What follows belongs to an exercise in optimizing a design on an open flow for small area; a production flow would make more cautious choices.
Where RTL was checked, it was by simulation tests only, not by an equivalence proof against the original.

==> 08-21 <==
==> flow/design.v (excerpt) <==
module jexb_fa #(
    parameter [7:0] START_MARKER = 8'h3E,
    parameter [7:0] RC_TYPE      = 8'h31
) (
    input  wire        clk,
    input  wire        rst,
    input  wire        rx_valid,
    input  wire [7:0]  rx_data,
    input  wire [1:0]  c_op,
    input  wire [7:0]  c_idx,
    input  wire [15:0] c_mid,
    output wire        c_ready,
    output wire        c_fs_clear,
    output wire        c_baud_toggle,
    output wire [15:0] c_val,
    output wire [4:0]  nchan
);
==> module jexb_fa, before the edit <==
module jexb_fa #(
    parameter [7:0] START_MARKER = 8'h3E,
    parameter [7:0] RC_TYPE      = 8'h31
) (
    input  wire        clk,
    input  wire        rst,
    input  wire        rx_valid,
    input  wire [7:0]  rx_data,
    input  wire [1:0]  c_op,
    input  wire [7:0]  c_idx,
    input  wire [15:0] c_mid,
    output wire        c_ready,
    output wire        c_fs_clear,
    output wire        c_baud_toggle,
    output wire [15:0] c_val,
    output wire [4:0]  nchan
);
    localparam integer CAP       = 70;
    localparam integer NCHAN     = 16;
    localparam [10:0]  JUNK_BASE = 11'd23;    
    assign nchan = NCHAN[4:0];
    reg [7:0]  hi_q [0:NCHAN-1];    
    reg [7:2]  lo_q [0:NCHAN-1];    
    reg [6:0]  pos_q;               
    reg [6:0]  len_q;               
    reg [15:0] crc_q;               
    reg        done_q;
    reg        baudok_q;
    reg [10:0] junk_q;              
    reg        ready_q;
    reg        toggle_q;
    reg        rd_q;                
    reg        md_q;                
    reg [3:0]  idx_q;
    reg [15:0] mid_q;
    wire        begun     = |pos_q;
    wire        is_marker = (rx_data == START_MARKER);
    wire        store     = rx_valid && (begun || is_marker);
    wire        junk_byte = rx_valid && !begun && !is_marker;
    wire [6:0]  p_next    = pos_q + 7'd1;
    wire [15:0] crc_out;
    jexb_crc_upd u_crc (
        .crc      (begun ? crc_q : 16'h0000),
        .data     (rx_data),
        .crc_next (crc_out)
    );
    wire at_len     = (pos_q == 7'd2);
    wire abort_len  = at_len && ((rx_data > CAP) || (rx_data < 8'd3));
    wire abort_type = (pos_q == 7'd4) && (rx_data != RC_TYPE);
    wire hit_len    = at_len ? (rx_data == 8'd3) :
                      ((pos_q > 7'd2) && (p_next == len_q));
    wire complete   = store && !abort_len && !abort_type && hit_len;
    wire crc_ok     = (crc_out == 16'h0000);
    wire good       = complete && crc_ok;
    wire bad        = complete && !crc_ok;
    wire stay       = store && !abort_len && !abort_type && !hit_len;
    wire        junk_over = junk_q[10];
    wire [10:0] junk_sum  = junk_q + (bad ? {4'd0, p_next} : 11'd1);
    wire [10:0] junk_rx   = (!junk_over && (junk_byte || bad)) ? junk_sum : junk_q;
    wire done_rx   = good ? 1'b1 : ((store && !begun) ? 1'b0 : done_q);
    wire baudok_rx = baudok_q || good;
    wire is_poll = (c_op == 2'b01);
    wire is_rdch = (c_op == 2'b10);
    wire toggle  = is_poll && !baudok_rx && junk_rx[10];
    wire use_mid = (c_idx[7:4] != 4'd0) || !baudok_rx;
    wire [7:0] wdata = rst ? 8'h00 : rx_data;
    integer i;
    always @(posedge clk) begin
        for (i = 0; i < NCHAN; i = i + 1) begin
            if (rst || (store && pos_q == 6 + 2 * i))
                lo_q[i] <= wdata[7:2];
            if (rst || (store && pos_q == 7 + 2 * i))
                hi_q[i] <= wdata;
        end
    end
    always @(posedge clk) begin
        if (at_len)
            len_q <= rx_data[6:0];
        if (store)
            crc_q <= crc_out;
        idx_q <= c_idx[3:0];
        mid_q <= c_mid;
    end
    always @(posedge clk) begin
        if (rst) begin
            pos_q    <= 7'd0;
            done_q   <= 1'b0;
            baudok_q <= 1'b0;
            junk_q   <= JUNK_BASE;
            ready_q  <= 1'b0;
            toggle_q <= 1'b0;
            rd_q     <= 1'b0;
            md_q     <= 1'b0;
        end else begin
            if (toggle || (store && !stay))
                pos_q <= 7'd0;
            else if (store)
                pos_q <= p_next;
            done_q   <= is_poll ? 1'b0 : done_rx;
            baudok_q <= baudok_rx;
            junk_q   <= toggle ? JUNK_BASE : junk_rx;
            ready_q  <= is_poll && done_rx;
            toggle_q <= toggle;
            rd_q     <= is_rdch && !use_mid;
            md_q     <= is_rdch && use_mid;
        end
    end
    assign c_ready       = ready_q;
    assign c_fs_clear    = ready_q;
    assign c_baud_toggle = toggle_q;
    reg [7:0] hi_sel;
    reg [7:2] lo_sel;
    integer k;
    always @* begin
        hi_sel = 8'd0;
        lo_sel = 6'd0;
        for (k = 0; k < NCHAN; k = k + 1) begin
            hi_sel = hi_sel | (hi_q[k] & {8{idx_q == k}});
            lo_sel = lo_sel | (lo_q[k] & {6{idx_q == k}});
        end
    end
    wire [13:0] chval = {1'b0, hi_sel, lo_sel[7:3]} + {13'd0, lo_sel[2]};
    assign c_val = (md_q ? mid_q : 16'd0) | (rd_q ? {2'b00, chval} : 16'd0);
endmodule
export LEC_CHECK = 0
export ABC_AREA = 1
export CAP_MARGIN = 20
export CORE_MARGIN = 2
export CORE_UTILIZATION = 40
export SLEW_MARGIN = 20
create_clock -name core_clock -period 10.0 [get_ports {clk}]
standard.sh (not shown) runs the stock make flow with config.mk's settings and CLKGATE_MAP_FILE= SYNTH_SCRIPT=/design/flow/synth_recipe.tcl, a recipe that flattens the netlist after the stock synthesis.
==> flow/flow/run.sh <==
#!/bin/bash
# Own layout flow: the standard flow, with
#  - synthesis: abc maps for area (flow/abc_area.script) instead of ORFS's
#    area script, which buffers and upsizes for a delay target;
#  - port buffers: the smallest buffer (buf_1) instead of clkdlybuf4s50_1;
#  - CTS: no dummy loads, clkbuf_8 buffers driving clusters of up to 20 sinks.
set -euo pipefail
WORK=$(pwd)
export FLOW_WORK=$WORK
export AREA_ABC_SCRIPT=$WORK/flow/abc_area.script
sed "s#SYNTH_SCRIPT=[^ ]*#SYNTH_SCRIPT=$WORK/flow/synth.tcl#" standard.sh > own_standard.sh
bash own_standard.sh synth > synth.log 2>&1
export BUFFER_PORTS_ARGS="-buffer_cell sky130_fd_sc_hd__buf_1"
export CTS_ARGS="-sink_clustering_enable -repair_clock_nets -dont_use_dummy_load -buf_list sky130_fd_sc_hd__clkbuf_8 -sink_clustering_size 20 -sink_clustering_max_diameter 60"
bash standard.sh > layout.log 2>&1
==> flow/flow/abc_area.script <==
strash
&get -n
&dch -f
&nf -R 1000
&put
strash
&get -n
&dch -f
&nf -R 1000
&put
topo
==> flow/flow/synth.tcl <==
# The standard flow's synthesis (synth_recipe.tcl) with abc's script replaced by an
# area-oriented one. Registers are mapped before abc runs, so they are the
# same as the standard synthesis gives.
proc abc {args} {
  set i [lsearch -exact $args -script]
  if { $i >= 0 } {
    lset args [expr { $i + 1 }] $::env(AREA_ABC_SCRIPT)
  }
  yosys abc {*}$args
}
source $::env(FLOW_WORK)/synth_recipe.tcl
==> 03-23: changes against 08-21 <==
--- a/flow/design.v
+++ b/flow/design.v
@@ -45,4 +45,3 @@
     reg        md_q;                
-    reg [3:0]  idx_q;
-    reg [15:0] mid_q;
+    reg [15:0] arg_q;               
     wire        begun     = |pos_q;
@@ -68,5 +67,5 @@
     wire stay       = store && !abort_len && !abort_type && !hit_len;
-    wire        junk_over = junk_q[10];
-    wire [10:0] junk_sum  = junk_q + (bad ? {4'd0, p_next} : 11'd1);
-    wire [10:0] junk_rx   = (!junk_over && (junk_byte || bad)) ? junk_sum : junk_q;
+    wire [10:0] junk_sum  = junk_q + {4'd0, bad ? pos_q : 7'd0} + 11'd1;
+    wire [10:0] junk_rx   = (junk_byte || bad) ?
+                            {junk_q[10] | junk_sum[10], junk_sum[9:0]} : junk_q;
     wire done_rx   = good ? 1'b1 : ((store && !begun) ? 1'b0 : done_q);
@@ -92,4 +91,3 @@
             crc_q <= crc_out;
-        idx_q <= c_idx[3:0];
-        mid_q <= c_mid;
+        arg_q <= use_mid ? c_mid : {c_mid[15:4], c_idx[3:0]};
     end
@@ -122,15 +120,25 @@
     assign c_baud_toggle = toggle_q;
-    reg [7:0] hi_sel;
-    reg [7:2] lo_sel;
-    integer k;
-    always @* begin
-        hi_sel = 8'd0;
-        lo_sel = 6'd0;
-        for (k = 0; k < NCHAN; k = k + 1) begin
-            hi_sel = hi_sel | (hi_q[k] & {8{idx_q == k}});
-            lo_sel = lo_sel | (lo_q[k] & {6{idx_q == k}});
+    wire [13:0] chsel;
+    wire [15:0] sel;
+    wire [13:0] row [0:NCHAN-1];
+    genvar g, b;
+    generate
+        for (g = 0; g < NCHAN; g = g + 1) begin : g_sel
+            assign sel[g] = rd_q && (arg_q[3:0] == g);
+            assign row[g] = {hi_q[g], lo_q[g]} & {14{sel[g]}};
         end
-    end
+        for (b = 0; b < 14; b = b + 1) begin : g_bit
+            wire o0 = row[0][b]  | row[1][b]  | row[2][b];
+            wire o1 = row[3][b]  | row[4][b]  | row[5][b];
+            wire o2 = row[6][b]  | row[7][b]  | row[8][b];
+            wire o3 = row[9][b]  | row[10][b] | row[11][b];
+            wire o4 = row[12][b] | row[13][b] | row[14][b];
+            wire o5 = row[15][b];
+            assign chsel[b] = (o0 | o1 | o2) | (o3 | o4 | o5);
+        end
+    endgenerate
+    wire [7:0] hi_sel = chsel[13:6];
+    wire [7:2] lo_sel = chsel[5:0];
     wire [13:0] chval = {1'b0, hi_sel, lo_sel[7:3]} + {13'd0, lo_sel[2]};
-    assign c_val = (md_q ? mid_q : 16'd0) | (rd_q ? {2'b00, chval} : 16'd0);
+    assign c_val = (md_q ? arg_q : 16'd0) | {2'b00, chval};
 endmodule
--- a/flow/flow/run.sh
+++ b/flow/flow/run.sh
@@ -5,3 +5,4 @@
 #  - port buffers: the smallest buffer (buf_1) instead of clkdlybuf4s50_1;
-#  - CTS: no dummy loads, clkbuf_8 buffers driving clusters of up to 20 sinks.
+#  - after synthesis, repair buffers no larger than buf_2;
+#  - CTS: no dummy loads, clkbuf_8 buffers driving clusters of up to 16 sinks.
 set -euo pipefail
@@ -12,4 +13,5 @@
 bash own_standard.sh synth > synth.log 2>&1
+export DONT_USE_CELLS="sky130_fd_sc_hd__buf_4 sky130_fd_sc_hd__buf_6 sky130_fd_sc_hd__buf_8 sky130_fd_sc_hd__buf_12 sky130_fd_sc_hd__buf_16"
 export BUFFER_PORTS_ARGS="-buffer_cell sky130_fd_sc_hd__buf_1"
-export CTS_ARGS="-sink_clustering_enable -repair_clock_nets -dont_use_dummy_load -buf_list sky130_fd_sc_hd__clkbuf_8 -sink_clustering_size 20 -sink_clustering_max_diameter 60"
+export CTS_ARGS="-sink_clustering_enable -repair_clock_nets -dont_use_dummy_load -buf_list sky130_fd_sc_hd__clkbuf_8 -sink_clustering_size 16 -sink_clustering_max_diameter 60"
 bash standard.sh > layout.log 2>&1
==> flow/flow/abc_area.script (replaced) <==
strash
&get -n
&dch -f
&nf -R 1000
&put
strash
&get -n
&dch -f
&nf -R 1000
&put
strash
&get -n
&dch -f
&nf -R 1000
&put
topo
--- a/flow/config.mk
+++ b/flow/config.mk
@@ -10,3 +10,4 @@
 export CORE_MARGIN = 2
-export CORE_UTILIZATION = 40
+export CORE_UTILIZATION = 70
+export PLACE_DENSITY = 0.8
 export SLEW_MARGIN = 20
==> 01-16: changes against 08-21 <==
--- a/flow/design.v
+++ b/flow/design.v
@@ -45,4 +45,3 @@
     reg        md_q;                
-    reg [3:0]  idx_q;
-    reg [15:0] mid_q;
+    reg [15:0] arg_q;               
     wire        begun     = |pos_q;
@@ -69,3 +68,3 @@
     wire        junk_over = junk_q[10];
-    wire [10:0] junk_sum  = junk_q + (bad ? {4'd0, p_next} : 11'd1);
+    wire [10:0] junk_sum  = junk_q + {4'd0, bad ? pos_q : 7'd0} + 11'd1;
     wire [10:0] junk_rx   = (!junk_over && (junk_byte || bad)) ? junk_sum : junk_q;
@@ -92,4 +91,3 @@
             crc_q <= crc_out;
-        idx_q <= c_idx[3:0];
-        mid_q <= c_mid;
+        arg_q <= use_mid ? c_mid : {c_mid[15:4], c_idx[3:0]};
     end
@@ -122,15 +120,25 @@
     assign c_baud_toggle = toggle_q;
-    reg [7:0] hi_sel;
-    reg [7:2] lo_sel;
-    integer k;
-    always @* begin
-        hi_sel = 8'd0;
-        lo_sel = 6'd0;
-        for (k = 0; k < NCHAN; k = k + 1) begin
-            hi_sel = hi_sel | (hi_q[k] & {8{idx_q == k}});
-            lo_sel = lo_sel | (lo_q[k] & {6{idx_q == k}});
+    wire [13:0] chsel;
+    wire [15:0] sel;
+    wire [13:0] row [0:NCHAN-1];
+    genvar g, b;
+    generate
+        for (g = 0; g < NCHAN; g = g + 1) begin : g_sel
+            assign sel[g] = (arg_q[3:0] == g);
+            assign row[g] = {hi_q[g], lo_q[g]} & {14{sel[g]}};
         end
-    end
+        for (b = 0; b < 14; b = b + 1) begin : g_bit
+            wire o0 = row[0][b]  | row[1][b]  | row[2][b];
+            wire o1 = row[3][b]  | row[4][b]  | row[5][b];
+            wire o2 = row[6][b]  | row[7][b]  | row[8][b];
+            wire o3 = row[9][b]  | row[10][b] | row[11][b];
+            wire o4 = row[12][b] | row[13][b] | row[14][b];
+            wire o5 = row[15][b];
+            assign chsel[b] = (o0 | o1 | o2) | (o3 | o4 | o5);
+        end
+    endgenerate
+    wire [7:0] hi_sel = chsel[13:6];
+    wire [7:2] lo_sel = chsel[5:0];
     wire [13:0] chval = {1'b0, hi_sel, lo_sel[7:3]} + {13'd0, lo_sel[2]};
-    assign c_val = (md_q ? mid_q : 16'd0) | (rd_q ? {2'b00, chval} : 16'd0);
+    assign c_val = (md_q ? arg_q : 16'd0) | (rd_q ? {2'b00, chval} : 16'd0);
 endmodule
--- a/flow/flow/run.sh
+++ b/flow/flow/run.sh
@@ -5,3 +5,3 @@
 #  - port buffers: the smallest buffer (buf_1) instead of clkdlybuf4s50_1;
-#  - CTS: no dummy loads, clkbuf_8 buffers driving clusters of up to 20 sinks.
+#  - CTS: no dummy loads, clkbuf_4 buffers driving clusters of up to 10 sinks.
 set -euo pipefail
@@ -13,3 +13,3 @@
 export BUFFER_PORTS_ARGS="-buffer_cell sky130_fd_sc_hd__buf_1"
-export CTS_ARGS="-sink_clustering_enable -repair_clock_nets -dont_use_dummy_load -buf_list sky130_fd_sc_hd__clkbuf_8 -sink_clustering_size 20 -sink_clustering_max_diameter 60"
+export CTS_ARGS="-sink_clustering_enable -repair_clock_nets -dont_use_dummy_load -buf_list sky130_fd_sc_hd__clkbuf_4 -sink_clustering_size 10 -sink_clustering_max_diameter 50"
 bash standard.sh > layout.log 2>&1
==> flow/flow/abc_area.script (replaced) <==
strash
&get -n
&dch -f
&nf -R 1000
&put
strash
&get -n
&dch -f
&nf -R 1000
&put
strash
&get -n
&dch -f
&nf -R 1000
&put
topo
--- a/flow/config.mk
+++ b/flow/config.mk
@@ -10,3 +10,4 @@
 export CORE_MARGIN = 2
-export CORE_UTILIZATION = 40
+export CORE_UTILIZATION = 70
+export PLACE_DENSITY = 0.8
 export SLEW_MARGIN = 20
==> comparison <==
08-21 completed without violations. 01-16 ran to the end with no violations. 03-23 completed without violations. Hold slack, highest first: 01-16, 03-23, 08-21. Sequential share of layout area: 08-21 < 01-16 < 03-23. Register-to-register slack: 03-23 < 01-16 < 08-21. Final cell count, lowest first: 03-23, 01-16, 08-21. Between 08-21 and 01-16, the lower sequential cell count is in 01-16 (gap 4). Maximum frequency, lowest first: 01-16, 03-23, 08-21. Against 03-23, the via count of 01-16 is larger by 3.8%. The lowest global-route usage belongs to 08-21, the highest to 01-16. Area after synthesis: 08-21 > 01-16 > 03-23.
Only the layout flow was run in 08-21 and 01-16; the RTL was not checked for function there.

static timing again, ports no longer ideal:
Ports are ideal in the flow. The routed layouts listed here were re-timed in OpenROAD.
Step 1: set_driving_cell puts a clkbuf_16 on clk and a buf_2 on each other input, an assumption about the parent block.
Step 2 adds t to the input delays and takes it off the output delays; t is the mean of the earliest and latest rising clock arrival at the registers after step 1. Input paths then give back, and output paths get back, about the clock's delay inside the block.
a / b / c = no drivers / after step 1 / after step 2; a / b = the first two.
| run | t, ns | slack for setup (ns) | clock arrival spread, ns | slew at the worst register clock pin (ns) | worst data-port slew with drivers (ns) |
|---|---|---|---|---|---|
| 08-21 | 0.601 | 3.406 / 3.361 / 3.453 | 0.117 / 0.117 | 0.12 / 0.12 | 0.04 |
| 03-23 | 0.566 | 3.072 / 3.072 / 2.799 | 0.017 / 0.017 | 0.10 / 0.10 | 0.04 |
| 01-16 | 0.640 | 2.845 / 2.808 / 3.344 | 0.060 / 0.060 | 0.11 / 0.11 | 0.04 |
After both steps setup and hold are still met in every run listed. The setup slack of 03-23, which loses most, moves by 0.000 ns with the drivers and by -0.273 ns with both steps.
